This design comes from an exercise in tuning for small area, a short achievable clock period and few clock cycles per item on the open sky130 flow, not from production work. RTL that was checked went through simulation tests only; none was proved equivalent to the original. The RTL of run 1 was laid out without a check of its function. Power is estimated from default activity; no workload was simulated.

==> design.v <==
module fce_tx (
    input  wire        clk,
    input  wire        rst,
    input  wire        reg_wr,
    input  wire [4:0]  reg_addr,
    input  wire [31:0] reg_wdata,
    output reg  [31:0] reg_rdata,
    output wire        busy,
    output reg         mem_en,
    output reg  [3:0]  mem_we,
    output reg  [9:0]  mem_addr,
    output reg  [31:0] mem_wdata,
    input  wire [31:0] mem_rdata
);
    localparam [7:0] OP_NOP     = 8'h00;
    localparam [7:0] OP_ETH_ADD = 8'h01;
    localparam [7:0] OP_IP_ADD  = 8'h02;
    localparam [7:0] OP_UDP_ADD = 8'h03;
    localparam [7:0] OP_TCP_ADD = 8'h04;
    localparam [7:0] OP_CSUM    = 8'h08;
    localparam [4:0] R_CMD      = 5'h00;
    localparam [4:0] R_STATUS   = 5'h01;
    localparam [4:0] R_RESULT   = 5'h02;
    localparam [4:0] R_A0       = 5'h08;
    localparam [4:0] R_A1       = 5'h09;
    localparam [4:0] R_A2       = 5'h0A;
    localparam [4:0] R_A3       = 5'h0B;
    localparam [4:0] R_A4       = 5'h0C;
    localparam [4:0] R_A5       = 5'h0D;
    localparam [4:0] R_MAC_HI   = 5'h10;
    localparam [4:0] R_MAC_LO   = 5'h11;
    localparam [4:0] R_IP_ADDR  = 5'h12;
    localparam [4:0] R_IP_IDENT = 5'h13;
    localparam [4:0] R_IP_TTL   = 5'h14;
    localparam [4:0] R_TCP_MSS  = 5'h15;
    reg [31:0] cmd_q;
    reg [2:0]  errcode;     
    reg        sticky;
    reg [15:0] result;      
    reg [31:0] a0, a1, a2, a3, a4, a5;
    reg [31:0] mac_hi;
    reg [15:0] mac_lo;
    reg [31:0] ip_addr;
    reg [15:0] ip_ident;
    reg [7:0]  ip_ttl;
    reg [15:0] tcp_mss;
    reg        run;                                
    reg        t_eth, t_ip, t_udp, t_tcp, t_csum;  
    reg        rd_act;      
    reg        rfirst;      
    reg [8:0]  rptr;        
    reg [8:0]  rend;        
    reg [1:0]  elane;       
    reg [3:0]  mask_q;      
    reg [31:0] acc;         
    reg [1:0]  ac;          
    reg        tact;        
    reg [3:0]  ti;          
    reg        crdy;        
    reg [15:0] csum_q;      
    reg [15:0] lenf;        
    reg [2:0]  hj;          
    reg [8:0]  waddr;       
    reg [31:0] wq;          
    reg [3:0]  weq;         
    reg [3:0]  ovh, ovl;    
    reg        wlast;       
    reg [23:0] gq;          
    assign busy = run;
    wire        bsel = cmd_q[8];
    wire [15:0] off  = cmd_q[31:16];
    wire [1:0]  al   = cmd_q[17:16];
    wire        syn  = a4[1];
    wire [7:0]  w_op  = reg_wdata[7:0];
    wire [15:0] w_off = reg_wdata[31:16];
    wire w_nop  = (w_op == OP_NOP);
    wire w_eth  = (w_op == OP_ETH_ADD);
    wire w_ip   = (w_op == OP_IP_ADD);
    wire w_udp  = (w_op == OP_UDP_ADD);
    wire w_tcp  = (w_op == OP_TCP_ADD);
    wire w_csum = (w_op == OP_CSUM);
    wire w_legal = w_nop | w_eth | w_ip | w_udp | w_tcp | w_csum;
    wire w_rsv = w_nop  ? (reg_wdata[31:8] != 24'd0) :
                 w_csum ? (reg_wdata[15:9] != 7'd0)  :
                          (reg_wdata[15:8] != 8'd0);
    wire [4:0]  tcp_hl   = syn ? 5'd24 : 5'd20;
    wire [15:0] ip_dlen  = a1[31:16];
    wire [15:0] udp_dlen = a2[15:0];
    wire [15:0] tcp_dlen = a5[15:0];
    wire [15:0] csum_len = a1[15:0];
    wire ip_lbad  = (ip_dlen  > 16'd65515);
    wire udp_lbad = (udp_dlen > 16'd65527);
    wire tcp_lbad = ({12'd0, tcp_hl} + {1'b0, tcp_dlen} > 17'h0FFFF);
    wire [16:0] udp_rel  = 17'd8 + {1'b0, udp_dlen};
    wire [16:0] tcp_rel  = {12'd0, tcp_hl} + {1'b0, tcp_dlen};
    wire [16:0] csum_rel = {1'b0, csum_len};
    wire [11:0] udp_lim  = 12'd2048 - udp_rel[11:0];
    wire [11:0] tcp_lim  = 12'd2048 - tcp_rel[11:0];
    wire [11:0] csum_lim = 12'd2048 - csum_rel[11:0];
    wire        w_hi     = (w_off[15:12] != 4'd0);
    wire udp_rbad  = (udp_rel  > 17'd2048) | w_hi | (w_off[11:0] > udp_lim);
    wire tcp_rbad  = (tcp_rel  > 17'd2048) | w_hi | (w_off[11:0] > tcp_lim);
    wire csum_rbad = (csum_rel > 17'd2048) | w_hi | (w_off[11:0] > csum_lim);
    wire eth_rbad  = w_hi | (w_off[11:0] > 12'd2034);
    wire ip_rbad   = w_hi | (w_off[11:0] > 12'd2028);
    wire w_lbad = (w_ip & ip_lbad) | (w_udp & udp_lbad) | (w_tcp & tcp_lbad);
    wire w_rbad = (w_eth & eth_rbad) | (w_ip & ip_rbad) | (w_udp & udp_rbad) |
                  (w_tcp & tcp_rbad) | (w_csum & csum_rbad);
    wire [2:0] w_err = !w_legal ? 3'd1 :
                       w_rsv    ? 3'd2 :
                       w_lbad   ? 3'd4 :
                       w_rbad   ? 3'd3 : 3'd0;
    wire        w_hasrd = (w_udp & (udp_dlen != 16'd0)) | (w_tcp & (tcp_dlen != 16'd0)) |
                          (w_csum & (csum_len != 16'd0));
    wire [8:0]  w_rskip = w_udp ? 9'd2 : w_tcp ? (syn ? 9'd6 : 9'd5) : 9'd0;
    wire [10:0] w_relm1 = w_udp ? (udp_rel[10:0] - 11'd1) :
                          w_tcp ? (tcp_rel[10:0] - 11'd1) : (csum_len[10:0] - 11'd1);
    wire [10:0] w_last  = w_off[10:0] + w_relm1;
    wire cmd_wr = !run && reg_wr && (reg_addr == R_CMD);
    wire [15:0] w_lenf = w_ip  ? (ip_dlen  + 16'd20) :
                         w_udp ? (udp_dlen + 16'd8)  : (tcp_dlen + {11'd0, tcp_hl});
    wire [7:0] hl_byte = syn ? 8'h60 : 8'h50;
    function [12:0] hgeom(input e, input i, input u, input [1:0] a, input s, input [2:0] k);
        reg [4:0] hlen, fo;
        reg [5:0] m1, cp, cp1;
        reg [3:0] we, oh, ol;
        begin
            hlen = e ? 5'd14 : i ? 5'd20 : u ? 5'd8 : (s ? 5'd24 : 5'd20);
            fo   = i ? 5'd10 : u ? 5'd6 : 5'd16;
            m1   = {4'd0, a} + {1'b0, hlen} - 6'd1;
            cp   = {4'd0, a} + {1'b0, fo};
            cp1  = cp + 6'd1;
            we   = ((k == 3'd0) ? (4'b1111 << a) : 4'b1111) &
                   ((k == m1[4:2]) ? (4'b1111 >> (2'd3 - m1[1:0])) : 4'b1111);
            oh   = (!e && k == cp[4:2])  ? (4'b0001 << cp[1:0])  : 4'b0000;
            ol   = (!e && k == cp1[4:2]) ? (4'b0001 << cp1[1:0]) : 4'b0000;
            hgeom = {we, oh, ol, (k == m1[4:2])};
        end
    endfunction
    function [31:0] hgroup(input [2:0] g);
        begin
            hgroup = 32'd0;
            if (t_eth) begin
                case (g)
                    3'd0: hgroup = a0;
                    3'd1: hgroup = {a1[15:0], mac_hi[31:16]};
                    3'd2: hgroup = {mac_hi[15:0], mac_lo};
                    default: hgroup = {a1[31:16], 16'h0000};
                endcase
            end else if (t_ip) begin
                case (g)
                    3'd0: hgroup = {16'h4500, lenf};
                    3'd1: hgroup = {ip_ident, 16'h0000};
                    3'd2: hgroup = {ip_ttl, a1[7:0], 16'h0000};
                    3'd3: hgroup = ip_addr;
                    default: hgroup = a0;
                endcase
            end else if (t_udp) begin
                case (g)
                    3'd0: hgroup = {a1[15:0], a1[31:16]};
                    default: hgroup = {lenf, 16'h0000};
                endcase
            end else begin
                case (g)
                    3'd0: hgroup = {a1[15:0], a1[31:16]};
                    3'd1: hgroup = a2;
                    3'd2: hgroup = a3;
                    3'd3: hgroup = {hl_byte, a4[7:0], a4[31:16]};
                    3'd4: hgroup = 32'd0;
                    default: hgroup = {16'h0204, tcp_mss};
                endcase
            end
        end
    endfunction
    function [31:0] hrot(input [55:0] w, input [1:0] a);
        begin
            case (a)
                2'd0: hrot = {w[7:0],   w[15:8],  w[23:16], w[31:24]};
                2'd1: hrot = {w[15:8],  w[23:16], w[31:24], w[39:32]};
                2'd2: hrot = {w[23:16], w[31:24], w[39:32], w[47:40]};
                default: hrot = {w[31:24], w[39:32], w[47:40], w[55:48]};
            endcase
        end
    endfunction
    wire        gsum  = tact && !t_ip;
    wire [3:0]  tig   = ti - 4'd3;
    wire [2:0]  hj1   = hj + 3'd1;
    wire [31:0] g_cur = hgroup(gsum ? tig[2:0] : hj1);
    wire [31:0] w_next = hrot({gq, g_cur}, al);
    wire [12:0] geo_next = hgeom(t_eth, t_ip, t_udp, al, syn, hj1);
    wire [31:0] w_g0  = w_eth ? a0 : w_ip ? {16'h4500, ip_dlen + 16'd20} : {a1[15:0], a1[31:16]};
    wire [31:0] w_w0  = hrot({w_g0[23:0], w_g0}, w_off[1:0]);
    wire [12:0] w_geo = hgeom(w_eth, w_ip, w_udp, w_off[1:0], syn, 3'd0);
    reg [31:0] term;
    always @* begin
        case (ti)
            4'd0:    term = t_csum ? {a0[15:0], 16'h0000} : t_ip ? {16'h4500, lenf} : ip_addr;
            4'd1:    term = t_ip ? {ip_ident, ip_ttl, a1[7:0]} : a0;
            4'd2:    term = {(t_udp ? 16'd17 : 16'd6), lenf};
            default: term = g_cur;
        endcase
    end
    wire [31:0] term2   = (ti[0] ? a0 : ip_addr) & {32{t_ip & tact}};
    wire [3:0]  ti_last = t_csum ? 4'd0 : t_ip ? 4'd1 : t_udp ? 4'd4 : (syn ? 4'd8 : 4'd7);
    wire        sw     = !off[0] && !t_ip;
    wire [31:0] term_r = !tact ? 32'd0 : sw ? {term[23:0], term[31:24]} : term;
    wire [31:0] mx = (mem_rdata & {{8{mask_q[3]}}, {8{mask_q[2]}}, {8{mask_q[1]}}, {8{mask_q[0]}}}) | term2;
    wire [33:0] acc_n = {2'b00, acc} + {2'b00, mx} + {2'b00, term_r} + {32'd0, ac};
    wire [17:0] tot  = {2'b00, acc[31:16]} + {2'b00, acc[15:0]} + {16'd0, ac};
    wire [16:0] f1   = {1'b0, tot[15:0]} + {15'd0, tot[17:16]};
    wire [15:0] f2   = f1[15:0] + {15'd0, f1[16]};
    wire [15:0] fold = sw ? {f2[7:0], f2[15:8]} : f2;
    wire fin = !rd_act && (mask_q == 4'b0000) && !tact;
    wire hdr_go = !t_csum && !rd_act && !gsum && (((ovh | ovl) == 4'b0000) || crdy);
    wire [31:0] csum_ov;
    genvar gl;
    generate
        for (gl = 0; gl < 4; gl = gl + 1) begin : g_ov
            assign csum_ov[8*gl +: 8] = (csum_q[15:8] & {8{ovh[gl]}}) | (csum_q[7:0] & {8{ovl[gl]}});
        end
    endgenerate
    always @* begin
        mem_wdata = wq | csum_ov;
        if (run) begin
            mem_en   = rd_act | hdr_go;
            mem_we   = rd_act ? 4'b0000 : (hdr_go ? weq : 4'b0000);
            mem_addr = rd_act ? {bsel & t_csum, rptr} : {1'b0, waddr};
        end else begin
            mem_en   = reg_wr && (reg_addr == R_CMD);
            mem_we   = 4'b0000;
            mem_addr = {reg_wdata[8], reg_wdata[26:18]};
        end
    end
    always @* begin
        case (reg_addr)
            R_CMD:      reg_rdata = cmd_q;
            R_STATUS:   reg_rdata = {23'd0, sticky, 5'd0, errcode};
            R_RESULT:   reg_rdata = {16'd0, result};
            R_A0:       reg_rdata = a0;
            R_A1:       reg_rdata = a1;
            R_A2:       reg_rdata = a2;
            R_A3:       reg_rdata = a3;
            R_A4:       reg_rdata = a4;
            R_A5:       reg_rdata = a5;
            R_MAC_HI:   reg_rdata = mac_hi;
            R_MAC_LO:   reg_rdata = {16'd0, mac_lo};
            R_IP_ADDR:  reg_rdata = ip_addr;
            R_IP_IDENT: reg_rdata = {16'd0, ip_ident};
            R_IP_TTL:   reg_rdata = {24'd0, ip_ttl};
            R_TCP_MSS:  reg_rdata = {16'd0, tcp_mss};
            default:    reg_rdata = 32'd0;
        endcase
    end
    always @(posedge clk) begin
        if (rst) begin
            cmd_q    <= 32'd0;
            errcode  <= 3'd0;
            sticky   <= 1'b0;
            result   <= 16'd0;
            a0       <= 32'd0;
            a1       <= 32'd0;
            a2       <= 32'd0;
            a3       <= 32'd0;
            a4       <= 32'd0;
            a5       <= 32'd0;
            mac_hi   <= 32'd0;
            mac_lo   <= 16'd0;
            ip_addr  <= 32'd0;
            ip_ident <= 16'd0;
            ip_ttl   <= 8'h40;
            tcp_mss  <= 16'h05B4;
            run      <= 1'b0;
        end else if (!run) begin
            if (reg_wr) begin
                case (reg_addr)
                    R_CMD: begin
                        cmd_q <= reg_wdata;
                        if (w_err != 3'd0) begin
                            errcode <= w_err;
                            sticky  <= 1'b1;
                            result  <= 16'd0;
                        end else begin
                            errcode <= 3'd0;
                            result  <= w_eth ? 16'd14 : w_ip ? 16'd20 : w_udp ? 16'd8 :
                                       w_tcp ? {11'd0, tcp_hl} : 16'd0;
                            run     <= !w_nop;
                        end
                    end
                    R_STATUS:   if (reg_wdata[8]) sticky <= 1'b0;
                    R_A0:       a0 <= reg_wdata;
                    R_A1:       a1 <= reg_wdata;
                    R_A2:       a2 <= reg_wdata;
                    R_A3:       a3 <= reg_wdata;
                    R_A4:       a4 <= reg_wdata;
                    R_A5:       a5 <= reg_wdata;
                    R_MAC_HI:   mac_hi <= reg_wdata;
                    R_MAC_LO:   mac_lo <= reg_wdata[15:0];
                    R_IP_ADDR:  ip_addr <= reg_wdata;
                    R_IP_IDENT: ip_ident <= reg_wdata[15:0];
                    R_IP_TTL:   ip_ttl <= reg_wdata[7:0];
                    R_TCP_MSS:  tcp_mss <= reg_wdata[15:0];
                    default: ;
                endcase
            end
        end else begin
            if (t_csum) begin
                if (fin) begin
                    result <= fold;
                    run    <= 1'b0;
                end
            end else if (hdr_go && wlast) begin
                run <= 1'b0;
                if (t_ip)
                    ip_ident <= ip_ident + 16'd1;
            end
        end
    end
    wire        w_single = (w_last[10:2] == w_off[10:2]);
    always @(posedge clk) begin
        if (cmd_wr) begin
            t_eth  <= w_eth;
            t_ip   <= w_ip;
            t_udp  <= w_udp;
            t_tcp  <= w_tcp;
            t_csum <= w_csum;
            if (w_csum) begin
                rd_act <= w_hasrd && !w_single;
                rfirst <= 1'b0;
                rptr   <= w_off[10:2] + 9'd1;
                mask_q <= w_hasrd ? ((4'b1111 << w_off[1:0]) &
                                     (w_single ? (4'b1111 >> (2'd3 - w_last[1:0])) : 4'b1111))
                                  : 4'b0000;
            end else begin
                rd_act <= w_hasrd;
                rfirst <= 1'b1;
                rptr   <= w_off[10:2] + w_rskip;
                mask_q <= 4'b0000;
            end
            rend   <= w_last[10:2];
            elane  <= w_last[1:0];
            acc    <= 32'd0;
            ac     <= 2'd0;
            tact   <= !w_eth;
            ti     <= 4'd0;
            crdy   <= 1'b0;
            lenf   <= w_lenf;
            hj     <= 3'd0;
            waddr  <= w_off[10:2];
            wq     <= w_w0;
            gq     <= w_g0[23:0];
            {weq, ovh, ovl, wlast} <= w_geo;
        end else begin
            if (rd_act) begin
                rptr   <= rptr + 9'd1;
                rfirst <= 1'b0;
                mask_q <= (rfirst ? (4'b1111 << al) : 4'b1111) &
                          ((rptr == rend) ? (4'b1111 >> (2'd3 - elane)) : 4'b1111);
                if (rptr == rend)
                    rd_act <= 1'b0;
            end else begin
                mask_q <= 4'b0000;
            end
            {ac, acc} <= acc_n;
            if (tact) begin
                ti <= ti + 4'd1;
                if (ti == ti_last)
                    tact <= 1'b0;
            end
            if (fin && !crdy) begin
                csum_q <= ~fold;
                crdy   <= 1'b1;
            end
            if (hdr_go) begin
                hj    <= hj1;
                waddr <= waddr + 9'd1;
                wq    <= w_next;
                gq    <= g_cur[23:0];
                {weq, ovh, ovl, wlast} <= geo_next;
            end
        end
    end
endmodule
==> run.sh <==
#!/bin/bash
# synth_recipe.tcl (not shown) runs the flow's synth.tcl, then flattens the netlist and writes it again
# the make line also repeats each setting of config.mk as NAME=value (left out here)
make -C /OpenROAD-flow-scripts/flow DESIGN_CONFIG=/design/flow/config.mk WORK_HOME=/design/flow/orfs CLKGATE_MAP_FILE= SYNTH_SCRIPT=/design/flow/synth_recipe.tcl finish
==> config.mk <==
export PLATFORM = sky130hd
export DESIGN_NAME = fce_tx
export DESIGN_NICKNAME = fce_tx
export VERILOG_FILES = /design/flow/design.v
export SDC_FILE = /design/flow/constraint.sdc
export NUM_CORES = 4
export LEC_CHECK = 0
export ABC_CLOCK_PERIOD_IN_PS = 3600
export CAP_MARGIN = 20
export CORE_MARGIN = 2
export CORE_UTILIZATION = 45
export PLACE_DENSITY = 0.6
export SETUP_SLACK_MARGIN = 2.6
export SLEW_MARGIN = 20
==> constraint.sdc <==
create_clock -name core_clock -period 6.5 [get_ports {clk}]
set_input_delay 1.3000 -clock core_clock [delete_from_list [all_inputs] [get_ports {clk}]]
set_output_delay 1.3000 -clock core_clock [all_outputs]
set_load 0.01 [all_outputs]
==> reports/results.tsv, run 1 <==
metric	value	unit
slowest_stage	fa_2	
p_leak	19.7	nW
synth_area_per_cell	7.65	um2
gp_congestion	1.09	
grt_pass1_wl	325	mm
clk_pin_slew	60	ps
cts_tree	done	
via_count	46182	
final_hold_viol_count	0	
fin_worst_skew	33.6	ps
cp.required	6950	ps
ios	152	
stdcell_count	6819	
cpLargestDelayFamily	compound AO/OA/AOI/OAI gates	
placed_area	0.0451	mm2
clk_path_buf_depth	3	
crit-reg2reg-launch	acc[17]$_SDFF_PP0_	
cts.sinks	548	
wl_per_cell	35.2	um
drc	0	
die-area	0.0912	mm2
rows	109	
yosysWarnings	1	
finalSetupTns	0	ps
antenna_found_initial	20	
synth_top_area_cell	dfxtp_1	
synth_area_leaders	dfxtp_1 21%, edfxtp_1 10%, nand2_1 10%	
cts_hold_buf	0	
finalSetupViolCount	0	
min_from	a5[16]$_SDFFE_PP0P_	
min_path_type	reg -> reg	
hold_end	a5[16]$_SDFFE_PP0P_	
worstSetupStartpointType	register	
ys_ff_latch	548	
seq_area_frac_synth	30.8	%
r2r_slack	260	ps
htreeDepth	2	
syn_inst	5225	
dp_hpwl	175	mm
utilization	58.3	%
powerDensity	396	mW/mm2
dr.pass1.iters	11	
period_share	96.0	%
path_class	reg -> reg	
peakVddDrop	0.759	mV
async_reset_ff_share	0	%
drtIter0Drc	7869	
grt_pass1_vias	40984	
vias_per_cell	6.77	
cp.arrival	6690	ps
whs_path_depth	2	
grt_setup_unrepaired	yes	
layout_min_cycle_time	6240	ps
numPortBuffers	151	
reg2reg_depth	28	
syn-cell-area	0.0400	mm2
cts_buffers	61	
path_buf_inv	1	
slowest_delay	460	ps
critPathMaxFanout	5	
grt_remaining_overflow	0	
synthFlopType	dfxtp_1	
cts_root_buffer	clkbuf_16	
syn_to_final_growth	28.7	%
grt_max_degree	216	
drtAntennaViolNets	0	
synth_top_area_share	20.7	%
coreArea	0.0882	mm2
slew_violations	0	
drive_gt1_share	21.9	%
worstSetupEndpointType	register	
synth_cell_types	100	
initial_core_util	45.3	%
fmax	0.160	GHz
stdcell_area	0.0514	mm2
grt.total_usage	50.8	%
worst_pin_slew	1250	ps
fp.dieH	302	um
routed_wl	240	mm
die_x	302	um
synth_edf_count	135	
maxCapViolations	0	
clkLatencyLatePin	720	ps
syn-num-nets	5522	
placed_cells_incl_taps	6486	
nets	5885	
outcome	finished clean	
slew_headroom	17.0	%
r2r_end	csum_q[14]$_DFFE_PP_	
[metrics by stage]
| stage | power, W | setup slack, ps | hold WS (ps) |
|---|---|---|---|
| final | 0.0204 | 259 | 460 |
| after detailed placement | 0.0142 | -156 | 447 |
| after floorplan | 0.0104 | 502 | 431 |
| after global placement | 0.0143 | 51.8 | 443 |
| after CTS | 0.0195 | 138 | 457 |
| after global routing | 0.0211 | 32.0 | 477 |
[state kept, by name, summed over array words and instances (netlist names), 16 cells and up]
register / count
acc: 32
gq: 24
a5: 32
mac_lo: 16
mac_hi: 32
wq: 32
ip_ident: 16
ip_addr: 32
a2: 32
cmd_q: 32
csum_q: 16
a3: 32
a0: 32
a1: 32
lenf: 16
tcp_mss: 16
a4: 32
result: 16
[timing repair]
item	in CTS	in global routing
hold endpoints to repair	0	0
setup buffers	115	79
pin swaps	117	155
resized for setup	310	272
gates cloned	7	3
setup endpoints to repair	289	197
[power breakdown]
| group | switching [W] | total [W] | internal (W) |
|---|---|---|---|
| clock | 0.00162 | 0.00383 | 0.00221 |
| sequential | 0.000196 | 0.00403 | 0.00384 |
| combinational | 0.00739 | 0.0125 | 0.00511 |
[cells by family after synthesis]
logic type,synth area share [%]
flip-flops,30.8
AO/OA/AOI/OAI,24.9
XOR/XNOR,4.19
multiplexers,5.34
adder cells (fa/ha/maj),7.88
buffers and inverters,6.23
AND/OR/NAND/NOR,20.6
[area by class of cell]
cell class                      count  area, um2
Clock buffer                       86       1760
Clock inverter                     28        403
Tap cell                         1165       1460
Antenna cell                       15       37.5
Sequential cell                   548      12300
Inverter                          179        702
Multi-Input combinational cell   4037      27700
Fill cell                        7971      36800
Timing Repair Buffer              761       6990
[synthesized netlist by cell type, drive strengths merged (10+ instances only)]
cell type and n:
clkbuf 406, mux2 38, mux2i 130, a222oi 38, o221ai 20, nor2 395
nand3 94, fa 43, a22oi 88, and2 31, xor2 85, buf 55
mux4 18, o21a 14, xnor2 101, a221oi 85, nor3b 22, o21ai 208
a31oi 37, nand4 56, o22ai 31, and3 29, inv 174, a211oi 58
a311oi 11, nor2b 21, o31ai 13, nor3 76, nand3b 13, nor4 30
dfxtp 413, a21oi 635, or4 10, a21o 46, nand2 1062, nand2b 29
edfxtp 135, ha 182, a22o 58, o211ai 45, a221o 56
[cell usage in the layout (no fill, tap or decap), types with 125 or more instances in the layout]
cell and n:
nand2_1 1044, a21oi_1 571, buf_4 495, dfxtp_1 403, nor2_1 363, inv_1 155, o21ai_0 151, ha_1 144
edfxtp_1 135, mux2i_1 126, clkdlybuf4s50_1 125
[worst max-delay path by stage]
stage,start,to,cells past startpoint
final,acc[17]$_SDFF_PP0_,csum_q[14]$_DFFE_PP_,28
after global routing,acc[17]$_SDFF_PP0_,result[6]$_SDFFE_PP0P_,28
after CTS,acc[17]$_SDFF_PP0_,result[14]$_SDFFE_PP0P_,28
after detailed placement,acc[17]$_SDFF_PP0_,result[14]$_SDFFE_PP0P_,28
after global placement,acc[17]$_SDFF_PP0_,result[6]$_SDFFE_PP0P_,28
after floorplan,acc[1]$_SDFF_PP0_,result[14]$_SDFFE_PP0P_,28
[worst min-delay path: stages, from the launching register on]
cell and delay (ps):
dfxtp_1 310, nand2_1 50, a21oi_1 50
[metal layers]
layer	part of all wire, %	GRT usage, %	wire length (um)	vias to the layer above
met4	11	42.8	26100	18
met2	40	71.3	95700	3775
met5	0.11	1.09	264	-
met1	36	62.7	85700	21869
met3	13	16.7	32400	1038
li1	-	-	-	19482
==> inputs of run 2 (changes only) <==
--- a/design.v
+++ b/design.v
@@ -49,13 +49,13 @@
     reg        rd_act;      
     reg        rfirst;      
     reg [8:0]  rptr;        
-    reg [8:0]  rend;        
-    reg [1:0]  elane;       
     reg [3:0]  mask_q;      
-    reg [31:0] acc;         
-    reg [1:0]  ac;          
+    reg [15:0] acc;         
+    reg [2:0]  ac;          
     reg        tact;        
     reg [3:0]  ti;          
+    reg [31:0] term_q;      
+    reg        tq_v;        
     reg        crdy;        
     reg [15:0] csum_q;      
     reg [15:0] lenf;        
@@ -90,19 +90,21 @@
     wire [15:0] csum_len = a1[15:0];
     wire ip_lbad  = (ip_dlen  > 16'd65515);
     wire udp_lbad = (udp_dlen > 16'd65527);
-    wire tcp_lbad = ({12'd0, tcp_hl} + {1'b0, tcp_dlen} > 17'h0FFFF);
-    wire [16:0] udp_rel  = 17'd8 + {1'b0, udp_dlen};
-    wire [16:0] tcp_rel  = {12'd0, tcp_hl} + {1'b0, tcp_dlen};
-    wire [16:0] csum_rel = {1'b0, csum_len};
-    wire [11:0] udp_lim  = 12'd2048 - udp_rel[11:0];
-    wire [11:0] tcp_lim  = 12'd2048 - tcp_rel[11:0];
-    wire [11:0] csum_lim = 12'd2048 - csum_rel[11:0];
+    wire tcp_lbad = (tcp_dlen > (syn ? 16'd65511 : 16'd65515));
+    wire [11:0] udp_lim  = 12'd2040 - udp_dlen[11:0];
+    wire [11:0] tcp_lim  = (syn ? 12'd2024 : 12'd2028) - tcp_dlen[11:0];
+    wire [11:0] csum_lim = 12'd2048 - csum_len[11:0];
+    wire        udp_big  = (udp_dlen > 16'd2040);
+    wire        tcp_big  = (tcp_dlen > (syn ? 16'd2024 : 16'd2028));
+    wire        csum_big = (csum_len > 16'd2048);
     wire        w_hi     = (w_off[15:12] != 4'd0);
-    wire udp_rbad  = (udp_rel  > 17'd2048) | w_hi | (w_off[11:0] > udp_lim);
-    wire tcp_rbad  = (tcp_rel  > 17'd2048) | w_hi | (w_off[11:0] > tcp_lim);
-    wire csum_rbad = (csum_rel > 17'd2048) | w_hi | (w_off[11:0] > csum_lim);
+    wire udp_rbad  = udp_big  | w_hi | (w_off[11:0] > udp_lim);
+    wire tcp_rbad  = tcp_big  | w_hi | (w_off[11:0] > tcp_lim);
+    wire csum_rbad = csum_big | w_hi | (w_off[11:0] > csum_lim);
     wire eth_rbad  = w_hi | (w_off[11:0] > 12'd2034);
     wire ip_rbad   = w_hi | (w_off[11:0] > 12'd2028);
+    wire [16:0] udp_rel  = 17'd8 + {1'b0, udp_dlen};
+    wire [16:0] tcp_rel  = {12'd0, tcp_hl} + {1'b0, tcp_dlen};
     wire w_lbad = (w_ip & ip_lbad) | (w_udp & udp_lbad) | (w_tcp & tcp_lbad);
     wire w_rbad = (w_eth & eth_rbad) | (w_ip & ip_rbad) | (w_udp & udp_rbad) |
                   (w_tcp & tcp_rbad) | (w_csum & csum_rbad);
@@ -113,9 +115,8 @@
     wire        w_hasrd = (w_udp & (udp_dlen != 16'd0)) | (w_tcp & (tcp_dlen != 16'd0)) |
                           (w_csum & (csum_len != 16'd0));
     wire [8:0]  w_rskip = w_udp ? 9'd2 : w_tcp ? (syn ? 9'd6 : 9'd5) : 9'd0;
-    wire [10:0] w_relm1 = w_udp ? (udp_rel[10:0] - 11'd1) :
-                          w_tcp ? (tcp_rel[10:0] - 11'd1) : (csum_len[10:0] - 11'd1);
-    wire [10:0] w_last  = w_off[10:0] + w_relm1;
+    wire        w_single = ({14'd0, w_off[1:0]} + {1'b0, csum_len}) <= 17'd4;
+    wire [1:0]  w_elane  = w_off[1:0] + csum_len[1:0] - 2'd1;
     wire cmd_wr = !run && reg_wr && (reg_addr == R_CMD);
     wire [15:0] w_lenf = w_ip  ? (ip_dlen  + 16'd20) :
                          w_udp ? (udp_dlen + 16'd8)  : (tcp_dlen + {11'd0, tcp_hl});
@@ -137,28 +138,28 @@
             hgeom = {we, oh, ol, (k == m1[4:2])};
         end
     endfunction
-    function [31:0] hgroup(input [2:0] g);
+    function [31:0] hgroup(input e, input i, input u, input [15:0] lf, input [2:0] g);
         begin
             hgroup = 32'd0;
-            if (t_eth) begin
+            if (e) begin
                 case (g)
                     3'd0: hgroup = a0;
                     3'd1: hgroup = {a1[15:0], mac_hi[31:16]};
                     3'd2: hgroup = {mac_hi[15:0], mac_lo};
                     default: hgroup = {a1[31:16], 16'h0000};
                 endcase
-            end else if (t_ip) begin
+            end else if (i) begin
                 case (g)
-                    3'd0: hgroup = {16'h4500, lenf};
+                    3'd0: hgroup = {16'h4500, lf};
                     3'd1: hgroup = {ip_ident, 16'h0000};
                     3'd2: hgroup = {ip_ttl, a1[7:0], 16'h0000};
                     3'd3: hgroup = ip_addr;
                     default: hgroup = a0;
                 endcase
-            end else if (t_udp) begin
+            end else if (u) begin
                 case (g)
                     3'd0: hgroup = {a1[15:0], a1[31:16]};
-                    default: hgroup = {lenf, 16'h0000};
+                    default: hgroup = {lf, 16'h0000};
                 endcase
             end else begin
                 case (g)
@@ -182,35 +183,60 @@
             endcase
         end
     endfunction
-    wire        gsum  = tact && !t_ip;
-    wire [3:0]  tig   = ti - 4'd3;
+    wire        gsum  = tact && !ti[3];
     wire [2:0]  hj1   = hj + 3'd1;
-    wire [31:0] g_cur = hgroup(gsum ? tig[2:0] : hj1);
-    wire [31:0] w_next = hrot({gq, g_cur}, al);
-    wire [12:0] geo_next = hgeom(t_eth, t_ip, t_udp, al, syn, hj1);
-    wire [31:0] w_g0  = w_eth ? a0 : w_ip ? {16'h4500, ip_dlen + 16'd20} : {a1[15:0], a1[31:16]};
-    wire [31:0] w_w0  = hrot({w_g0[23:0], w_g0}, w_off[1:0]);
-    wire [12:0] w_geo = hgeom(w_eth, w_ip, w_udp, w_off[1:0], syn, 3'd0);
+    wire        e_eth = run ? t_eth : w_eth;
+    wire        e_ip  = run ? t_ip  : w_ip;
+    wire        e_udp = run ? t_udp : w_udp;
+    wire [15:0] e_lf  = run ? lenf  : w_lenf;
+    wire [1:0]  e_al  = run ? al    : w_off[1:0];
+    wire [2:0]  e_k   = !run ? 3'd0 : gsum ? ti[2:0] : hj1;
+    wire [31:0] g_cur = hgroup(e_eth, e_ip, e_udp, e_lf, e_k);
+    wire [31:0] w_next = hrot({gq, g_cur}, e_al);
+    wire [12:0] geo_next = hgeom(e_eth, e_ip, e_udp, e_al, syn, e_k);
     reg [31:0] term;
     always @* begin
-        case (ti)
-            4'd0:    term = t_csum ? {a0[15:0], 16'h0000} : t_ip ? {16'h4500, lenf} : ip_addr;
-            4'd1:    term = t_ip ? {ip_ident, ip_ttl, a1[7:0]} : a0;
-            4'd2:    term = {(t_udp ? 16'd17 : 16'd6), lenf};
-            default: term = g_cur;
+        if (!ti[3])
+            term = g_cur;
+        else case (ti[1:0])
+            2'd0:    term = t_ip ? {16'h4500, lenf} : ip_addr;
+            2'd1:    term = t_ip ? {ip_ident, ip_ttl, a1[7:0]} : a0;
+            default: term = {(t_udp ? 16'd17 : 16'd6), lenf};
         endcase
     end
+    wire [3:0]  ti_glast = t_udp ? 4'd1 : (syn ? 4'd5 : 4'd4);
+    wire [3:0]  ti_last  = t_ip ? 4'd9 : 4'd10;
+    wire [3:0]  ti_nx    = (ti == ti_glast) ? 4'd8 : (ti + 4'd1);
     wire [31:0] term2   = (ti[0] ? a0 : ip_addr) & {32{t_ip & tact}};
-    wire [3:0]  ti_last = t_csum ? 4'd0 : t_ip ? 4'd1 : t_udp ? 4'd4 : (syn ? 4'd8 : 4'd7);
-    wire        sw     = !off[0] && !t_ip;
-    wire [31:0] term_r = !tact ? 32'd0 : sw ? {term[23:0], term[31:24]} : term;
+    wire        sw      = !off[0] && !t_ip;
+    wire [31:0] term_s  = sw ? {term[23:16], term[31:24], term[7:0], term[15:8]} : term;
+    wire [31:0] term_n  = tact ? term_s : 32'd0;
     wire [31:0] mx = (mem_rdata & {{8{mask_q[3]}}, {8{mask_q[2]}}, {8{mask_q[1]}}, {8{mask_q[0]}}}) | term2;
-    wire [33:0] acc_n = {2'b00, acc} + {2'b00, mx} + {2'b00, term_r} + {32'd0, ac};
-    wire [17:0] tot  = {2'b00, acc[31:16]} + {2'b00, acc[15:0]} + {16'd0, ac};
-    wire [16:0] f1   = {1'b0, tot[15:0]} + {15'd0, tot[17:16]};
-    wire [15:0] f2   = f1[15:0] + {15'd0, f1[16]};
+    function [18:0] csa_s(input [18:0] x, input [18:0] y, input [18:0] z);
+        csa_s = x ^ y ^ z;
+    endfunction
+    function [18:0] csa_c(input [18:0] x, input [18:0] y, input [18:0] z);
+        csa_c = {((x[17:0] & y[17:0]) | (x[17:0] & z[17:0]) | (y[17:0] & z[17:0])), 1'b0};
+    endfunction
+    wire [18:0] o_a  = {3'd0, acc};
+    wire [18:0] o_e  = {16'd0, ac};
+    wire [18:0] o_th = {3'd0, term_q[31:16]};
+    wire [18:0] o_tl = {3'd0, term_q[15:0]};
+    wire [18:0] o_mh = {3'd0, mx[31:16]};
+    wire [18:0] o_ml = {3'd0, mx[15:0]};
+    wire [18:0] r_s  = csa_s(o_a, o_th, o_tl);
+    wire [18:0] r_c  = csa_c(o_a, o_th, o_tl);
+    wire [18:0] q_s  = csa_s(r_s, r_c, o_e);
+    wire [18:0] q_c  = csa_c(r_s, r_c, o_e);
+    wire [18:0] m_s  = csa_s(o_mh, o_ml, q_s);
+    wire [18:0] m_c  = csa_c(o_mh, o_ml, q_s);
+    wire [18:0] n_s  = csa_s(m_s, m_c, q_c);
+    wire [18:0] n_c  = csa_c(m_s, m_c, q_c);
+    wire [18:0] acc_n = n_s + n_c;
+    wire [16:0] tot  = {1'b0, acc} + {14'd0, ac};
+    wire [15:0] f2   = tot[16] ? (tot[15:0] + 16'd1) : tot[15:0];
     wire [15:0] fold = sw ? {f2[7:0], f2[15:8]} : f2;
-    wire fin = !rd_act && (mask_q == 4'b0000) && !tact;
+    wire fin = !rd_act && (mask_q == 4'b0000) && !tact && !tq_v;
     wire hdr_go = !t_csum && !rd_act && !gsum && (((ovh | ovl) == 4'b0000) || crdy);
     wire [31:0] csum_ov;
     genvar gl;
@@ -315,7 +341,11 @@
             end
         end
     end
-    wire        w_single = (w_last[10:2] == w_off[10:2]);
+    wire [10:0] relm1 = t_udp ? (udp_rel[10:0] - 11'd1) :
+                        t_tcp ? (tcp_rel[10:0] - 11'd1) : (csum_len[10:0] - 11'd1);
+    wire [10:0] rlast = off[10:0] + relm1;
+    wire [8:0]  rend  = rlast[10:2];
+    wire [1:0]  elane = rlast[1:0];
     always @(posedge clk) begin
         if (cmd_wr) begin
             t_eth  <= w_eth;
@@ -328,7 +358,7 @@
                 rfirst <= 1'b0;
                 rptr   <= w_off[10:2] + 9'd1;
                 mask_q <= w_hasrd ? ((4'b1111 << w_off[1:0]) &
-                                     (w_single ? (4'b1111 >> (2'd3 - w_last[1:0])) : 4'b1111))
+                                     (w_single ? (4'b1111 >> (2'd3 - w_elane)) : 4'b1111))
                                   : 4'b0000;
             end else begin
                 rd_act <= w_hasrd;
@@ -336,19 +366,19 @@
                 rptr   <= w_off[10:2] + w_rskip;
                 mask_q <= 4'b0000;
             end
-            rend   <= w_last[10:2];
-            elane  <= w_last[1:0];
-            acc    <= 32'd0;
-            ac     <= 2'd0;
-            tact   <= !w_eth;
-            ti     <= 4'd0;
+            acc    <= !w_csum ? 16'd0 : w_off[0] ? a0[15:0] : {a0[7:0], a0[15:8]};
+            ac     <= 3'd0;
+            tact   <= !w_eth && !w_csum;
+            term_q <= 32'd0;
+            tq_v   <= 1'b0;
+            ti     <= w_ip ? 4'd8 : 4'd0;
             crdy   <= 1'b0;
             lenf   <= w_lenf;
             hj     <= 3'd0;
             waddr  <= w_off[10:2];
-            wq     <= w_w0;
-            gq     <= w_g0[23:0];
-            {weq, ovh, ovl, wlast} <= w_geo;
+            wq     <= w_next;
+            gq     <= g_cur[23:0];
+            {weq, ovh, ovl, wlast} <= geo_next;
         end else begin
             if (rd_act) begin
                 rptr   <= rptr + 9'd1;
@@ -361,8 +391,10 @@
                 mask_q <= 4'b0000;
             end
             {ac, acc} <= acc_n;
+            term_q <= term_n;
+            tq_v   <= tact;
             if (tact) begin
-                ti <= ti + 4'd1;
+                ti <= ti_nx;
                 if (ti == ti_last)
                     tact <= 1'b0;
             end
--- a/config.mk
+++ b/config.mk
@@ -5,10 +5,8 @@
 export SDC_FILE = /design/flow/constraint.sdc
 export NUM_CORES = 4
 export LEC_CHECK = 0
-export ABC_CLOCK_PERIOD_IN_PS = 3600
 export CAP_MARGIN = 20
 export CORE_MARGIN = 2
 export CORE_UTILIZATION = 45
 export PLACE_DENSITY = 0.6
-export SETUP_SLACK_MARGIN = 2.6
 export SLEW_MARGIN = 20
==> run 2 against run 1 <==
Largest cell class unchanged. Routed wire length shrank 7.7%. Fmax rose by 7.0%. Largest power group is now clock. Worst hold slack worse by 2.1 ps. Cell area decreased by 17%.
==> reports/results.tsv, run 2 <==
metric	value	unit	change
outcome	finished clean		unchanged
synth_area_leaders	dfxtp_1 23%, edfxtp_1 10%, nand2_1 9.6%		was dfxtp_1 21%, edfxtp_1 10%, nand2_1 10%
drtIter0Drc	7101		was 7,869
syn-cell-area	0.0370	mm2	was 0.0400 mm2
cpLargestDelayFamily	simple AND/OR/NAND/NOR gates		was compound AO/OA/AOI/OAI gates
period_share	89.8	%	was 96.0%
nFillCells	7972		was 7,971
synthFlopType	dfxtp_1		unchanged
cp.required	5200	ps	was 6950 ps
cts_buffers	69		was 61
nets	4948		was 5,885
cts_hold_buf	0		unchanged
powerDensity	236	mW/mm2	was 396 mW/mm2
r2r_slack	900	ps	was 260 ps
clk_path_buf_depth	3		unchanged
synth_top_family_by_area	compound AO/OA/AOI/OAI gates		unchanged
synth.most_common_cell	nand2_1		unchanged
slowest_stage	and2_1		was fa_2
syn_inst	4684		was 5,225
antenna_found_initial	23		was 20
synth_top_area_cell	dfxtp_1		unchanged
cpMostUsedCell	clkdlybuf4s50_1		
crit-reg2reg-launch	a5[2]$_SDFFE_PP0P_		was acc[17]$_SDFF_PP0_
rows	105		was 109
min_path_type	reg -> reg		unchanged
die-area	0.0846	mm2	was 0.0912 mm2
multi_input_area	0.0225	mm2	was 0.0277 mm2
ios	152		unchanged
drive_gt1_share	9.30	%	was 21.9%
crit_chain	clkdlybuf4s50_1 -> nor2_1 -> and3_1 -> and2_1 -> buf_4 -> a22oi_1 -> nand4_1 -> clkdlybuf4s50_1		
finalSetupViolCount	0		unchanged
clkLatencyLatePin	640	ps	was 720 ps
seq_area_frac_synth	33.6	%	was 30.8%
min_from	a5[22]$_SDFFE_PP0P_		was a5[16]$_SDFFE_PP0P_
gp_congestion	1.13		was 1.09
syn-num-nets	4935		was 5,522
grt_use_met3	21.2	%	was 16.7%
vias_per_cell	6.93		was 6.77
async_reset_ff_share	0	%	unchanged
final_hold_viol_count	0		unchanged
worstSetupEndpointType	output port		was register
power.total	0.0100	W	was 0.0204 W
synth_cell_types	98		was 100
final_common_cell	nand2_1		unchanged
r2r_end	mask_q[3]$_DFF_P_		was csum_q[14]$_DFFE_PP_
worst_pin_slew	1380	ps	was 1250 ps
htreeDepth	3		was 2
reg2reg_depth	17		was 28
post-cts-setup-buffer-count	0		was 115
pre_cts_slack	797	ps	was -156 ps
synth-compound-area-share	24.7	%	was 24.9%
busiest_layer	met2		unchanged
dp_hpwl	164	mm	was 175 mm
final_cell_mix	938 x nand2_1, 511 x a21oi_1, 424 x dfxtp_1		was 1,044 x nand2_1, 571 x a21oi_1, 495 x buf_4
grt_use_met1	62.1	%	was 62.7%
use_met2	70.7	%	was 71.3%
p_leak	15.4	nW	was 19.7 nW
fp.dieH	291	um	was 302 um
layout_min_cycle_time	5840	ps	was 6240 ps
finalSetupTns	0	ps	unchanged
cts.sinks	556		was 548
critPathMaxFanout	15		was 5
synth-xor-area-share	3.79	%	was 4.19%
seq_area	0.0124	mm2	was 0.0123 mm2
synth_area_per_cell	7.90	um2	was 7.65 um2
drc	0		unchanged
grt_max_degree	178		was 216
ys_ff_latch	556		was 548
slew_headroom	7.75	%	was 17.0%
final.setup.worst_slack	665	ps	was 259 ps
cts_resized	0		was 310
path_buf_inv	3		was 1
clk_pin_slew	50	ps	was 60 ps
peakVddDrop	0.186	mV	was 0.759 mV
worstSetupStartpointType	input pin		was register
grt.total_usage	50.7	%	was 50.8%
cp.arrival	4540	ps	was 6690 ps
synthAdderAreaFrac	7.25	%	was 7.88%
routed_wl	222	mm	was 240 mm
synth_mux_area_share	5.09	%	was 5.34%
fmax	0.171	GHz	was 0.160 GHz
cts_tree	done		unchanged
dr.pass1.iters	12		was 11
numPortBuffers	151		unchanged
synth_edf_count	129		was 135
yosysWarnings	1		unchanged
synth-simple-area-share	19.5	%	was 20.6%
grt_remaining_overflow	0		unchanged
slew_violations	0		unchanged
drtAntennaViolNets	0		unchanged
wl_per_cell	38.0	um	was 35.2 um
fin_worst_skew	37.0	ps	was 33.6 ps
syn_to_final_growth	14.8	%	was 28.7%
slowest_delay	760	ps	was 460 ps
grt_setup_unrepaired	no		was yes
path_class	in -> out		was reg -> reg
cp.depth	8		was 28
initial_core_util	45.3	%	about the same
crit_end	reg_rdata[14]		was csum_q[14]$_DFFE_PP_
crit_start	reg_addr[4]		was acc[17]$_SDFF_PP0_
via_count	40457		was 46,182
coreArea	0.0817	mm2	was 0.0882 mm2
synthTopCellsByCount	942 x nand2_1, 511 x a21oi_1, 427 x dfxtp_1, 332 x clkbuf_1, 254 x nor2_1		was 1,062 x nand2_1, 635 x a21oi_1, 413 x dfxtp_1, 399 x clkbuf_1, 394 x nor2_1
grt_pass1_wl	300	mm	was 325 mm
cts_root_buffer	clkbuf_16		unchanged
synth_top_area_share	23.1	%	was 20.7%
grt_pass1_vias	36688		was 40,984
die_x	291	um	was 302 um
maxCapViolations	0		unchanged
[run 2: changes by cell type after synthesis, moves of 19 or more]
| cell | delta |
|---|---|
| nor2_1 | -140 |
| a21oi_1 | -124 |
| nand2_1 | -120 |
| clkbuf_1 | -67 |
| ha_1 | -61 |
| o21ai_0 | -60 |
| a22o_1 | -40 |
| o22ai_1 | +40 |
| buf_2 | +36 |
| inv_1 | -36 |
| o21ai_1 | +22 |
| xor2_1 | -21 |
| mux2i_1 | +19 |
[run 2: per-layer routing]
metal	share of wire (%)	wire length (um)
met1	36	80800
met2	39	87200
met4	9.3	20600
met3	15	33200
met5	0.049	108
[run 2: worst min-delay path, stage by stage, from the launching register on]
cell and delay [ps]:
dfxtp_1 310, nand2_1 50, a21oi_1 50
[run 2: cell families (layout without fill, tap and decap cells)]
kind of cell	Yosys count	in the layout
muxes	183	183
other	0	12
buffers and inverters	577	646
and+or+nand+nor	1645	1645
adders and majority gates	180	180
DFF	556	556
xor gates and xnor gates	160	160
AOI/OAI and AO/OA	1383	1383
[run 2: power breakdown]
part	internal [W]	switching, W	total, W	leakage (nW)
Sequential	0.00367	0.000221	0.00390	4.61
Clock	0.00250	0.00172	0.00422	1.19
Combinational	0.000669	0.00123	0.00190	9.59
[run 2: how the worst min path moves through the flow]
stage,endpoint,slack [ps],cells past startpoint
global route,a5[28]$_SDFFE_PP0P_,480,2
global placement,a5[21]$_SDFFE_PP0P_,440,2
CTS,a5[22]$_SDFFE_PP0P_,460,2
detailed placement,a5[22]$_SDFFE_PP0P_,450,2
finish,a5[22]$_SDFFE_PP0P_,460,2
floorplan,cmd_q[15]$_SDFFE_PP0P_,440,2
[run 2: final cells by class]
cell class / instances / area share (%)
flip-flops and latches: 556 / 29.2
inverters: 145 / 1.29
clock inverters: 34 / 1.12
well taps: 1070 / 3.15
multi-input cells: 3551 / 52.8
repair buffers: 374 / 7.67
clock buffers: 93 / 4.61
diodes: 12 / 0.0707
[run 2: metrics by stage]
stage	std cells	area, um2	hold WS [ps]	utilization [%]
6_report	5835	42500	458	52.0
2_1_floorplan	4684	37000	436	-
3_5_place_dp	5695	40000	448	49.0
3_3_place_gp	5695	40000	444	48.9
5_1_grt	5826	42500	475	52.0
4_1_cts	5822	42400	456	51.9
Testbench counts of run 2, summed over its fixed seeds: cycles 40,687, commands 908.
==> inputs of run 3 (changes only) <==
--- a/config.mk
+++ b/config.mk
@@ -9,4 +9,5 @@
 export CORE_MARGIN = 2
 export CORE_UTILIZATION = 45
 export PLACE_DENSITY = 0.6
+export SETUP_SLACK_MARGIN = 2.7
 export SLEW_MARGIN = 20
==> run 3 against run 2 <==
Critical path depth increased by 9. Flip-flop and latch count is the same. Final cell count grew 3.3%. Synthesized area is the same. Clock skew rose by 4.4 ps. Critical endpoint is now ac[0]$_SDFF_PP0_.
==> reports/results.tsv, run 3 <==
metric	value	unit	change
outcome	finished clean		unchanged
routed_wl	237	mm	was 222 mm
cts.sinks	556		unchanged
crit-reg2reg-launch	a0[18]$_SDFFE_PP0P_		was a5[2]$_SDFFE_PP0P_
r2r_end	ac[0]$_SDFF_PP0_		was mask_q[3]$_DFF_P_
via_count	42505		was 40,457
syn-cell-area	0.0370	mm2	unchanged
powerDensity	211	mW/mm2	was 236 mW/mm2
synth_top_area_share	23.1	%	unchanged
crit_start	a0[18]$_SDFFE_PP0P_		was reg_addr[4]
drc	0		unchanged
htreeDepth	2		was 3
fp.dieH	291	um	unchanged
worstSetupEndpointType	register		was output port
worstSetupStartpointType	register		was input pin
vias_per_cell	7.05		was 6.93
seq_area	0.0125	mm2	was 0.0124 mm2
synthFlopType	dfxtp_1		unchanged
finalSetupViolCount	0		unchanged
synth_edf_count	129		unchanged
final_hold_viol_count	0		unchanged
path_class	reg -> reg		was in -> out
highest_layer	met5		unchanged
peakVddDrop	0.256	mV	was 0.186 mV
ios	152		unchanged
clk_path_buf_depth	3		unchanged
multi_input_area	0.0242	mm2	was 0.0225 mm2
cts_tree	done		unchanged
cp.required	7050	ps	was 5200 ps
utilization	56.7	%	was 52.0%
synth_top_area_cell	dfxtp_1		unchanged
grt_pass1_wl	317	mm	was 300 mm
r2r_slack	2070	ps	was 900 ps
die_x	291	um	unchanged
grt_setup_unrepaired	yes		was no
fmax	0.225	GHz	was 0.171 GHz
drtIter0Drc	7434		was 7,101
yosysWarnings	1		unchanged
final_common_cell	nand2_1		unchanged
coreArea	0.0817	mm2	unchanged
period_share	68.2	%	was 89.8%
drive_gt1_share	20.1	%	was 9.30%
initial_core_util	45.3	%	unchanged
critPathMaxFanout	6		was 15
wl_met1	84.8	mm	was 80.8 mm
clk_pin_slew	70	ps	was 50 ps
p_leak	17.0	nW	was 15.4 nW
grt_max_degree	169		was 178
synthTopCellsByCount	942 x nand2_1, 511 x a21oi_1, 427 x dfxtp_1, 332 x clkbuf_1, 254 x nor2_1		unchanged
die-area	0.0846	mm2	unchanged
synth_area_leaders	dfxtp_1 23%, edfxtp_1 10%, nand2_1 9.6%		unchanged
rows	105		unchanged
layout_min_cycle_time	4430	ps	was 5840 ps
syn_inst	4684		unchanged
nFillCells	7587		was 7,972
cts_buffers	61		was 69
maxCapViolations	0		unchanged
cts_root_buffer	clkbuf_16		unchanged
grt.total_usage	53.6	%	was 50.7%
seq_area_frac_synth	33.6	%	unchanged
numPortBuffers	151		unchanged
antenna_found_initial	15		was 23
syn-num-nets	4935		unchanged
ys_ff_latch	556		unchanged
grt_remaining_overflow	0		unchanged
grt_pass1_vias	38283		was 36,688
gp_congestion	1.15		was 1.13
async_reset_ff_share	0	%	unchanged
min_path_type	reg -> reg		unchanged
worst_pin_slew	1180	ps	was 1380 ps
drtAntennaViolNets	0		unchanged
fin_worst_skew	41.4	ps	was 37.0 ps
slew_violations	0		unchanged
wl_per_cell	39.4	um	was 38.0 um
finalSetupTns	0	ps	unchanged
wl_met3	35.2	mm	was 33.2 mm
crit_end	ac[0]$_SDFF_PP0_		was reg_rdata[14]
dr.pass1.iters	10		was 12
nets	5144		was 4,948
slew_headroom	20.7	%	was 7.75%
reg2reg_depth	17		unchanged
synth_area_per_cell	7.90	um2	unchanged
wl_met2	91.8	mm	was 87.2 mm
dp_hpwl	169	mm	was 164 mm
syn_to_final_growth	25.2	%	was 14.8%
synth.most_common_cell	nand2_1		unchanged
final_cell_mix	922 x nand2_1, 467 x a21oi_1, 401 x dfxtp_1		was 938 x nand2_1, 511 x a21oi_1, 424 x dfxtp_1
synth_cell_types	98		unchanged
cp.arrival	4980	ps	was 4540 ps
clkLatencyLatePin	670	ps	was 640 ps
==> run 3: cell types whose count changed in the layout (fill, tap and decap cells not counted), moves of 24 or more <==
cell             change
buf_4              +112
clkdlybuf4s50_1     -67
buf_6               +65
a21oi_1             -44
buf_12              +41
a21oi_2             +35
a221oi_1            -29
o21ai_0             -24
==> run 3: worst min path at each step <==
stage                                   to  cells after the start              startpoint
global placement       a5[21]$_SDFFE_PP0P_                      2     a5[21]$_SDFFE_PP0P_
global route           a5[29]$_SDFFE_PP0P_                      2     a5[29]$_SDFFE_PP0P_
floorplan           cmd_q[15]$_SDFFE_PP0P_                      2  cmd_q[15]$_SDFFE_PP0P_
finish                 a5[21]$_SDFFE_PP0P_                      2     a5[21]$_SDFFE_PP0P_
CTS                    a5[29]$_SDFFE_PP0P_                      2     a5[29]$_SDFFE_PP0P_
detailed placement     a5[29]$_SDFFE_PP0P_                      2     a5[29]$_SDFFE_PP0P_
==> run 3: metal layers <==
layer / vias up / track usage [%]
met2: 3739 / 73.0
met5: - / 0
met4: 12 / 45.6
met3: 1031 / 20.6
li1: 17339 / -
met1: 20384 / 66.2
==> run 3: report_power, final <==
group / total, W / switching [W] / internal, W
sequential: 0.00390 / 0.000222 / 0.00367
clock: 0.00383 / 0.00163 / 0.00220
combinational: 0.00205 / 0.00129 / 0.000762
total: 0.00977 / 0.00313 / 0.00664
==> run 3: repair_timing <==
item | 4_1_cts | 5_1_grt
cloned | 3 | 5
endpoints found under the hold margin | 0 | 0
gates resized for setup | 539 | 183
pin swaps | 101 | 111
hold buffers | 0 | 0
setup buffers | 144 | 71
endpoints found under the setup margin | 390 | 136
==> run 3: final cells by class <==
| cell class | count | share of cell area, % |
|---|---|---|
| Sequential cell | 556 | 26.9 |
| Tap cell | 1070 | 2.89 |
| Inverter | 145 | 1.28 |
| Antenna cell | 13 | 0.0702 |
| Clock inverter | 35 | 0.969 |
| Timing Repair Buffer | 575 | 11.9 |
| Clock buffer | 77 | 3.71 |
| Multi-Input combinational cell | 3554 | 52.3 |
==> run 3: worst max-delay path: stages (launching register included) <==
cell and delay, ps:
dfxtp_1 780, mux2i_1 230, nor2_1 300, a21oi_2 80
fa_1 580, inv_2 40, fa_1 480, ha_4 190
inv_2 50, fa_2 180, nor2b_1 50, o21a_1 200
o21ai_2 200, a21oi_2 110, a211o_1 340, a41oi_2 220
xor2_2 220, nor2_1 50
==> run 3: stage by stage <==
stage | cells | area, um2 | hold slack [ps] | power [W] | setup slack [ps]
3_3_place_gp | 5676 | 40400 | 445 | 0.00574 | 808
4_1_cts | 5935 | 44900 | 458 | 0.00959 | 2090
2_1_floorplan | 4684 | 37900 | 436 | 0.00506 | 2090
6_report | 6025 | 46300 | 459 | 0.00977 | 2070
5_1_grt | 6013 | 46300 | 471 | 0.0100 | 1990
3_5_place_dp | 5676 | 40400 | 449 | 0.00577 | 784
==> run 3: cells by family after synthesis <==
| group | after synthesis | synth area share [%] |
|---|---|---|
| DFF | 556 | 33.6 |
| AOI/OAI and AO/OA | 1383 | 24.7 |
| xor gates and xnor gates | 160 | 3.79 |
| and+or+nand+nor | 1645 | 19.5 |
| buffers and inverters | 577 | 6.10 |
| muxes | 183 | 5.09 |
| adders and majority gates | 180 | 7.25 |
==> inputs of run 4 (changes only) <==
--- a/config.mk
+++ b/config.mk
@@ -9,5 +9,5 @@
 export CORE_MARGIN = 2
 export CORE_UTILIZATION = 45
 export PLACE_DENSITY = 0.6
-export SETUP_SLACK_MARGIN = 2.7
+export SETUP_SLACK_MARGIN = 2.4
 export SLEW_MARGIN = 20
==> run 4 against run 3 <==
Still clean on timing, DRC and antenna. Clock-buffer cell count rose by 12. Cell area fell by 1.2%. Combinational power barely moved. Via count rose by 0.39%. Final cell count fell by 0.28%. Sequential power barely moved. Register-to-register slack improved by 120 ps. Critical path type is now in -> out. Largest power group is now clock. Highest routed layer unchanged.
==> reports/results.tsv, run 4 <==
metric	value	unit	change
whs	454	ps	was 459 ps
synth_area_leaders	dfxtp_1 23%, edfxtp_1 10%, nand2_1 9.6%		unchanged
switching_power	0.00327	W	was 0.00313 W
grt_max_degree	156		was 169
drtIter0Drc	7782		was 7,434
dr.pass1.iters	9		was 10
finalSetupTns	0	ps	unchanged
min_path_type	reg -> reg		unchanged
worst_pin_slew	1360	ps	was 1180 ps
drtAntennaViolNets	0		unchanged
synthAdderAreaFrac	7.25	%	unchanged
pwr-share-clk	41.0	%	was 39.2%
placed_area	0.0402	mm2	was 0.0404 mm2
clk_path_buf_depth	3		unchanged
internal_power	0.00682	W	was 0.00664 W
gp_congestion	1.13		was 1.15
grt_setup_unrepaired	yes		unchanged
async_reset_ff_share	0	%	unchanged
synth.most_common_cell	nand2_1		unchanged
crit_chain	buf_12 -> or3_4 -> nor3_4 -> buf_4 -> buf_6 -> a222oi_1 -> and3_1 -> nand3_2 -> buf_6		was mux2i_1 -> nor2_1 -> a21oi_2 -> fa_1 -> inv_2 -> fa_1 -> ha_4 -> inv_2 -> fa_2 -> nor2b_1 -> o21a_1 -> o21ai_2 -> a21oi_2 -> a211o_1 -> a41oi_2 -> xor2_2 -> nor2_1
maxCapViolations	0		unchanged
synth_edf_count	129		unchanged
syn_to_final_growth	23.8	%	was 25.2%
finalSetupViolCount	0		unchanged
layout_min_cycle_time	4400	ps	was 4430 ps
synth_top_area_cell	dfxtp_1		unchanged
vias_per_cell	7.10		was 7.05
htreeDepth	3		was 2
yosysWarnings	1		unchanged
worstSetupEndpointType	output port		was register
synth-simple-area-share	19.5	%	unchanged
grt_pass1_wl	316	mm	was 317 mm
synthFlopType	dfxtp_1		unchanged
peakVddDrop	0.182	mV	was 0.256 mV
multi_input_area	0.0239	mm2	was 0.0242 mm2
syn-cell-area	0.0370	mm2	unchanged
cts_buffers	68		was 61
path_buf_inv	4		was 2
die_x	291	um	unchanged
slew_violations	0		unchanged
seq_area_frac_synth	33.6	%	unchanged
nets	5118		was 5,144
drc	0		unchanged
wl_per_cell	39.3	um	was 39.4 um
numPortBuffers	151		unchanged
rows	105		unchanged
die-area	0.0846	mm2	unchanged
seq_area	0.0125	mm2	about the same
synth_top_area_share	23.1	%	unchanged
clk_pin_slew	60	ps	was 70 ps
slowest_delay	640	ps	was 780 ps
syn-num-nets	4935		unchanged
cp.required	5200	ps	was 7050 ps
final_hold_viol_count	0		unchanged
cpMostUsedCell	buf_6		
fmax	0.227	GHz	was 0.225 GHz
synth_mux_area_share	5.09	%	unchanged
outcome	finished clean		unchanged
slowest_stage	a222oi_1		was dfxtp_1
ios	152		unchanged
worstSetupStartpointType	input pin		was register
ys_ff_latch	556		unchanged
grt.total_usage	53.7	%	was 53.6%
final_common_cell	nand2_1		unchanged
p_sw_share	32.4	%	was 32.1%
final_cell_mix	927 x nand2_1, 485 x a21oi_1, 409 x dfxtp_1		was 922 x nand2_1, 467 x a21oi_1, 401 x dfxtp_1
synthTopCellsByCount	942 x nand2_1, 511 x a21oi_1, 427 x dfxtp_1, 332 x clkbuf_1, 254 x nor2_1		unchanged
cpLargestDelayFamily	compound AO/OA/AOI/OAI gates		was adder cells
p_seq_share	38.6	%	was 39.9%
grt_pass1_vias	38593		was 38,283
cp.arrival	3100	ps	was 4980 ps
synth-compound-area-share	24.7	%	unchanged
cts_tree	done		unchanged
synth_top_family_by_area	compound AO/OA/AOI/OAI gates		unchanged
routed_wl	236	mm	was 237 mm
slew_headroom	8.34	%	was 20.7%
dp_hpwl	168	mm	was 169 mm
initial_core_util	45.3	%	unchanged
syn_inst	4684		unchanged
stdcell_area	0.0458	mm2	was 0.0463 mm2
cts.sinks	556		unchanged
antenna_found_initial	26		was 15
fp.dieH	291	um	unchanged
cts_hold_buf	0		unchanged
coreArea	0.0817	mm2	unchanged
synth_cell_types	98		unchanged
grt_remaining_overflow	0		unchanged
drive_gt1_share	18.1	%	was 20.1%
nFillCells	7603		was 7,587
clkLatencyLatePin	650	ps	was 670 ps
period_share	67.6	%	was 68.2%
p_leak	16.9	nW	was 17.0 nW
fin_worst_skew	29.0	ps	was 41.4 ps
power.share.combinational	20.4	%	was 21.0%
path_class	in -> out		was reg -> reg
via_count	42671		was 42,505
cts_root_buffer	clkbuf_16		unchanged
synth-xor-area-share	3.79	%	unchanged
powerDensity	220	mW/mm2	was 211 mW/mm2
synth_area_per_cell	7.90	um2	unchanged
critPathMaxFanout	4		was 6
## run 4: cell counts after synthesis
Identical to the previous run, type by type.
## run 4: kinds of logic after synthesis
family / after synthesis
buf+inv: 577
flops: 556
simple gates: 1645
xor+xnor: 160
mux: 183
fa+ha+maj: 180
compound gates: 1383
## run 4: through the flow
stage	power, W	setup slack (ps)	utilization, %	std cells
detailed placement	0.00578	762	49.2	5701
CTS	0.00994	2180	54.6	5951
global route	0.0103	2020	56.0	5993
floorplan	0.00503	2090	-	4684
finish	0.0101	2100	56.1	6008
global placement	0.00575	799	49.2	5700
## run 4: final cells by class
class | instances | share of cell area, %
antenna | 17 | 0.0929
timing repair buffer | 544 | 11.3
tap | 1070 | 2.92
multi-input combinational | 3552 | 52.1
clock inverter | 35 | 0.992
sequential | 556 | 27.2
clock buffer | 89 | 4.18
inverter | 145 | 1.24
## run 4: layer usage
metal	vias up	routed length (um)	part of all wire (%)	track usage, %
met5	-	410	0.17	0.510
met4	25	25900	11	45.2
met3	1125	35800	15	23.2
met2	3834	89900	38	73.1
met1	20387	83800	36	64.6
li1	17300	-	-	-
## run 4: repair_timing
item | 4_1_cts | 5_1_grt
gates resized for setup | 458 | 162
cloned | 6 | 4
buffers inserted | 120 | 36
pin swaps | 118 | 96
endpoints found under the setup margin | 266 | 133
## run 4: worst reg2reg max path, cell delays in order (launching register included)
cell     delay (ps)
dfxtp_1         370
fa_1            450
fa_1            510
inv_2            40
fa_1            540
inv_1            50
fa_2            540
ha_4            150
inv_2            40
fa_2            330
nor2b_1         120
o21a_1          180
o21ai_2          80
a21oi_2         220
a211o_1         210
a41oi_2         130
xor2_1          180
nor2_1           50
## run 4: worst paths after layout
kind | slack [ps] | to | depth (start not counted) | startpoint
worst max register to register | 2190 | ac[0]$_SDFF_PP0_ | 17 | term_q[2]$_SDFF_PP0_
worst min register to register | 450 | a0[26]$_SDFFE_PP0P_ | 2 | a0[26]$_SDFFE_PP0P_
worst max-delay path | 2100 | reg_rdata[10] | 9 | reg_addr[3]
worst min-delay path | 450 | a0[26]$_SDFFE_PP0P_ | 2 | a0[26]$_SDFFE_PP0P_
## run 4: power by group through the flow
| stage | clock [W] | combinational (W) | sequential, W |
|---|---|---|---|
| after floorplan | 0 | 0.00119 | 0.00384 |
| after global placement | 0 | 0.00179 | 0.00396 |
| after detailed placement | 0 | 0.00182 | 0.00396 |
| after CTS | 0.00412 | 0.00194 | 0.00389 |
| after global routing | 0.00424 | 0.00220 | 0.00390 |
| final | 0.00413 | 0.00206 | 0.00390 |

## separate check: timing with driven ports
The flow's constraints put no driver on any port. The routed layouts listed below were extracted and timed again, unchanged, in two steps.
Step 1 assumes that a clkbuf_16 drives the clock port and a buf_2 every other input.
Step 2 adds t to the input delays and takes it off the output delays; t is the mean of the earliest and latest rising clock arrival at the registers after step 1. Input paths then give back, and output paths get back, about the clock's delay inside the block.
Slacks: ideal ports / drivers / drivers and shift; pairs: ideal ports / drivers.
run | t, ns | setup WS [ns] | hold WS [ns] | latest minus earliest clock arrival (ns) | cell pins on the clock port's net
run 1 | 0.786 | 0.259 / 0.259 / 0.259 | 0.460 / 0.460 / 0.460 | 0.035 / 0.035 | 1
run 2 | 0.699 | 0.665 / 0.635 / 0.276 | 0.458 / 0.458 / 0.458 | 0.037 / 0.038 | 1
run 3 | 0.730 | 2.065 / 2.065 / 1.590 | 0.459 / 0.459 / 0.459 | 0.042 / 0.043 | 1
run 4 | 0.708 | 2.103 / 2.039 / 1.636 | 0.454 / 0.454 / 0.454 | 0.030 / 0.030 | 1
After both steps setup and hold are still met in every run listed. The setup slack of run 3, which loses most, moves by 0.000 ns with the drivers and by -0.475 ns with both steps.
